What follows belongs to an exercise in optimizing a design on an open flow for small area, a short achievable clock period and few clock cycles per item; a production flow would make more cautious choices. At most, simulation tests tie the RTL to the original design; equivalence was not proved. Power figures rest on the tool's default switching activity, not on a simulated workload.

// sscore_dec
module sscore_dec (
    input             clk,
    input             rst,         
    input             start,
    input      [47:0] in_len,
    output            idle,
    output            done,
    output     [2:0]  err,
    input             in_valid,
    output            in_ready,
    input      [20:0] in_cp,
    output            out_valid,
    input             out_ready,
    output      [7:0] out_data
);
==> module sscore_dec, before the edit <==
module sscore_dec (
    input             clk,
    input             rst,         
    input             start,
    input      [47:0] in_len,
    output            idle,
    output            done,
    output     [2:0]  err,
    input             in_valid,
    output            in_ready,
    input      [20:0] in_cp,
    output            out_valid,
    input             out_ready,
    output      [7:0] out_data
);
    localparam [2:0] E_NONE      = 3'd0,
                     E_HEADER    = 3'd1,    
                     E_RANGE     = 3'd2,    
                     E_LENGTH    = 3'd3,    
                     E_BODY      = 3'd5;    
    reg         idle_r;      
    reg         done_r;      
    reg  [2:0]  err_r;
    localparam LW = 8, UW = 40;
    reg  [5:0]    ph;        
    reg  [LW-1:0] rlo;       
    reg  [UW-1:0] rup;       
    reg           rpend;     
    reg           rbr;       
    reg  [2:0]    hidx;      
    reg  [LW-1:0] hlo;       
    reg  [UW-1:0] hup;       
    reg           hpend;     
    reg           hpass;     
    reg           hbr;       
    reg           uf;        
    reg         oor;         
    reg         mb;          
    reg  [1:0]  pst;         
    reg         rdy;         
    reg         kpat;        
    reg         kff;         
    reg  [10:0] rcnt;        
    reg  [7:0]  q;           
    reg         ovalid;
    reg  [7:0]  obyte;
    reg         zfe;         
    assign idle      = idle_r;
    assign done      = done_r;
    assign err       = err_r;
    assign in_ready  = rdy;
    assign out_valid = ovalid;
    assign out_data  = obyte;
    wire        push    = in_valid && rdy;
    wire        oa      = !ovalid || out_ready;      
    wire        take    = ovalid && out_ready;       
    wire [11:0] sym     = in_cp[11:0];
    wire        inrange = (in_cp[20:12] == 9'h00E);    
    wire        body    = push && hidx[2];
    wire        head    = (pst == 2'd0);
    wire        t_lit   = body && head && (sym[11:10] == 2'b00);
    wire        t_zf    = body && head && (sym[11] ^ sym[10]);
    wire        t_pat   = body && head && (sym[11:10] == 2'b11);
    wire        t_a     = body && (pst == 2'd1);
    wire        t_b     = body && (pst == 2'd2);
    wire        bad     = body && (head ? (sym[11:8] == 4'b0001 || sym[11:9] == 3'b001)
                                        : (sym[11:8] != 4'b0000));
    wire        rc_zero = (rcnt == 11'd0);
    wire        rc_odd  = rcnt[0];
    wire        zf_nz   = (sym[9:0] != 10'd0);
    wire        x_emit  = !rdy && oa;
    wire [7:0]  x_byte  = kpat ? q : {8{kff}};
    wire [10:0] dec_out = rcnt - 11'd1;
    wire        dec_z   = (rcnt[10:2] == 9'd0) &&
                          (rcnt[1:0] == ((!kpat && zfe) ? 2'd2 : 2'd1));
    wire        len_one = (sym[9:0] == 10'd1);
    wire        ph0     = (ph == 6'd0);
    wire        phl     = (ph == UW - 1);
    wire [LW-1:0] rlo_t, hlo_t;
    genvar gi;
    generate
        for (gi = 0; gi < LW; gi = gi + 1) begin : g_borrow
            if (gi == 0) begin : g0
                assign rlo_t[gi] = push;
                assign hlo_t[gi] = take;
            end else begin : gn
                assign rlo_t[gi] = push && (rlo[gi-1:0] == {gi{1'b0}});
                assign hlo_t[gi] = take && (hlo[gi-1:0] == {gi{1'b0}});
            end
        end
    endgenerate
    wire        rlo_z   = (rlo == {LW{1'b0}});
    wire        hlo_z   = (hlo == {LW{1'b0}});
    wire        rup_z   = (rup == {UW{1'b0}});
    wire        hup_z   = (hup == {UW{1'b0}});
    wire        rbc     = ph0 ? rpend : rbr;       
    wire        hrot    = ph0 ? hpend : hpass;     
    wire        hbc     = ph0 ? hpend : hbr;       
    wire        rem_z   = rup_z && rlo_z;
    wire        hsh     = push && !hidx[2];
    wire [47:0] hshift  = {hup[35-LW:0], hlo, sym};
    wire        fin     = !idle_r && !done_r && rem_z && rdy && oa;
    wire        e_head  = t_lit || (t_zf && zf_nz);
    wire        e_pat   = (t_a || t_b) && !rc_zero;
    wire        emit    = oa && (x_emit || e_head || e_pat);
    reg         rdy_n;
    always @(*) begin
        rdy_n = rdy;
        if (x_emit && (dec_z || pst == 2'd2)) rdy_n = 1'b1;
        if (t_a && !rc_zero && !oa) rdy_n = 1'b0;
        if (t_lit && !oa) rdy_n = 1'b0;
        if (t_zf && zf_nz) rdy_n = oa && len_one;
        if (t_b && !rc_zero) rdy_n = oa && dec_z;
    end
    always @(posedge clk) begin
        if (rst) begin
            idle_r <= 1'b1;
            done_r <= 1'b0;
            rdy    <= 1'b1;
            ovalid <= 1'b0;
        end else begin
            idle_r <= idle_r ? !start : done_r;
            done_r <= fin;
            rdy    <= rdy_n;
            ovalid <= emit || (ovalid && !out_ready);
        end
    end
    always @(posedge clk) begin
        err_r <= oor                                           ? E_RANGE  :
                 !hidx[2]                                      ? E_HEADER :
                 (mb || !head)                                 ? E_BODY   :
                 (uf || !hup_z || hpend || hpass ||
                  (hlo != {{(LW-1){1'b0}}, ovalid})) ? E_LENGTH :
                                                                 E_NONE;
        if (oa)
            obyte <= !rdy             ? x_byte :
                     (sym[11] ^ sym[10]) ? {8{sym[11]}} :
                                        sym[7:0];
        if ((pst != 2'd2) ? (rdy || oa) : (rdy && push && !oa))
            q <= rdy ? sym[7:0] : obyte;
        if (rdy && head) begin
            kpat <= !(sym[11] ^ sym[10]);
            kff  <= sym[11];
            zfe  <= oa;
        end
        if (!rdy) begin
            if (oa) rcnt <= dec_out;
        end else if (head) begin
            rcnt <= (sym[11:10] == 2'b11) ? {sym[9:0], 1'b0} :
                    (sym[11:10] == 2'b00) ? 11'd1 :
                                            {1'b0, sym[9:0]};
        end else if ((t_a || t_b) && !rc_zero && oa) begin
            rcnt <= dec_out;
        end
        if (idle_r) begin
            pst <= 2'd0;
            mb  <= 1'b0;
            oor <= 1'b0;
        end else begin
            if (push && !inrange) oor <= 1'b1;
            if (bad) mb <= 1'b1;
            if (t_pat) pst <= 2'd1;
            if (t_a) pst <= 2'd2;
            if (t_b) pst <= 2'd0;
        end
        if (idle_r) begin
            hidx  <= 3'd0;
            uf    <= 1'b0;
            hpend <= 1'b0;
            hpass <= 1'b0;
        end else begin
            if (hsh) hidx <= hidx + 3'd1;
            if (take && hlo_z && hup_z) uf <= 1'b1;
            hpend <= (hpend && !ph0) || (take && hlo_z);
            hpass <= hrot && !phl;
        end
        hlo <= hsh ? hshift[LW-1:0] : (hlo ^ hlo_t);
        if (hsh) hup <= hshift[47:LW];
        else if (hrot) hup <= {hup[0] ^ hbc, hup[UW-1:1]};
        hbr <= hbc && !hup[0];
        ph    <= (idle_r || phl) ? 6'd0 : ph + 6'd1;
        rlo   <= idle_r ? in_len[LW-1:0] : (rlo ^ rlo_t);
        rup   <= idle_r ? in_len[47:LW] : {rup[0] ^ rbc, rup[UW-1:1]};
        rbr   <= rbc && !rup[0];
        rpend <= !idle_r && ((rpend && !ph0) || (push && rlo_z));
    end
endmodule
export LEC_CHECK = 0
export CAP_MARGIN = 20
export CORE_MARGIN = 2
export CORE_UTILIZATION = 40
export SETUP_SLACK_MARGIN = 5
export SLEW_MARGIN = 20
create_clock -name core_clock -period 8.0 [get_ports {clk}]
standard.sh (not shown) runs the stock make flow with config.mk's settings and CLKGATE_MAP_FILE= SYNTH_SCRIPT=/design/flow/synth_recipe.tcl, a recipe that flattens the netlist after the stock synthesis.
==> flow/flow/run.sh <==
#!/bin/bash
# Own flow: the standard layout, with the port buffers made from the
# smallest buffer cell and a clock tree of small buffers without dummy loads.
set -o pipefail
export BUFFER_PORTS_ARGS="-buffer_cell sky130_fd_sc_hd__buf_1"
export CTS_ARGS="-sink_clustering_enable -repair_clock_nets -dont_use_dummy_load -buf_list {sky130_fd_sc_hd__clkbuf_4 sky130_fd_sc_hd__clkbuf_8}"
bash standard.sh > standard.log 2>&1
==> next run, changes <==
--- a/flow/design.v
+++ b/flow/design.v
@@ -46,4 +46,6 @@
     reg  [7:0]  obyte;
     reg         zfe;         
+    reg         push_d;      
+    reg         take_d;      
     assign idle      = idle_r;
     assign done      = done_r;
@@ -82,9 +84,9 @@
         for (gi = 0; gi < LW; gi = gi + 1) begin : g_borrow
             if (gi == 0) begin : g0
-                assign rlo_t[gi] = push;
-                assign hlo_t[gi] = take;
+                assign rlo_t[gi] = push_d;
+                assign hlo_t[gi] = take_d;
             end else begin : gn
-                assign rlo_t[gi] = push && (rlo[gi-1:0] == {gi{1'b0}});
-                assign hlo_t[gi] = take && (hlo[gi-1:0] == {gi{1'b0}});
+                assign rlo_t[gi] = push_d && (rlo[gi-1:0] == {gi{1'b0}});
+                assign hlo_t[gi] = take_d && (hlo[gi-1:0] == {gi{1'b0}});
             end
         end
@@ -97,5 +99,5 @@
     wire        hrot    = ph0 ? hpend : hpass;     
     wire        hbc     = ph0 ? hpend : hbr;       
-    wire        rem_z   = rup_z && rlo_z;
+    wire        rem_z   = rup_z && (rlo[LW-1:1] == {(LW-1){1'b0}}) && (rlo[0] == push_d);
     wire        hsh     = push && !hidx[2];
     wire [47:0] hshift  = {hup[35-LW:0], hlo, sym};
@@ -131,5 +133,5 @@
                  (mb || !head)                                 ? E_BODY   :
                  (uf || !hup_z || hpend || hpass ||
-                  (hlo != {{(LW-1){1'b0}}, ovalid})) ? E_LENGTH :
+                  (hlo != {{(LW-2){1'b0}}, take_d && ovalid, take_d ^ ovalid})) ? E_LENGTH :
                                                                  E_NONE;
         if (oa)
@@ -171,6 +173,6 @@
         end else begin
             if (hsh) hidx <= hidx + 3'd1;
-            if (take && hlo_z && hup_z) uf <= 1'b1;
-            hpend <= (hpend && !ph0) || (take && hlo_z);
+            if (take_d && hlo_z && hup_z) uf <= 1'b1;
+            hpend <= (hpend && !ph0) || (take_d && hlo_z);
             hpass <= hrot && !phl;
         end
@@ -183,5 +185,7 @@
         rup   <= idle_r ? in_len[47:LW] : {rup[0] ^ rbc, rup[UW-1:1]};
         rbr   <= rbc && !rup[0];
-        rpend <= !idle_r && ((rpend && !ph0) || (push && rlo_z));
+        rpend <= !idle_r && ((rpend && !ph0) || (push_d && rlo_z));
+        push_d <= push && !idle_r;
+        take_d <= take;
     end
 endmodule
=> The changed run completed without violations; routed wire length grows by 1.4%; combinational power grows by about 2%; count of clock-buffer cells in the layout does not change; clock power grows by about 1%; register-to-register slack degrades by 0.20 ns; sequential cell count grows by 2; critical path depth does not change; die area grows by about 0.6%; global-route usage stays flat; worst hold slack degrades by 0.0099 ns; final area grows by 1.0%.
Testbench counts after the change, summed over its fixed seeds: cycles 65,160, bytes 62,998.
Only the layout flow was run in the first run of this note; the RTL was not checked for function there.

what the ideal ports hide:
The results above use ideal ports. As a check the final layouts listed here were re-extracted and re-timed, cells and wires unchanged. Step 1: set_driving_cell puts a clkbuf_16 on clk and a buf_2 on each other input, an assumption about the parent block. Step 2 moves the port delays by t, midway between the first and last clock arrival at a register: inputs arrive t later, outputs are due t later. That takes back most of the time a late clock gives input paths. Three values: no drivers, after step 1, after step 2; two values: the first two.
| run | t, ns | setup slack, ns | clock arrival spread, ns | worst slew at a driven data input, ns | pins driven straight from the clock port |
|---|---|---|---|---|---|
| the first run | 0.467 | 5.113 / 5.126 / 4.659 | 0.030 / 0.030 | 0.05 | 1 |
| the second run | 0.472 | 5.092 / 5.102 / 4.631 | 0.031 / 0.031 | 0.05 | 1 |
After both steps setup and hold are still met in every run listed. For the second run, which loses most, drivers alone change the setup slack by +0.010 ns; drivers and shift together by -0.461 ns.
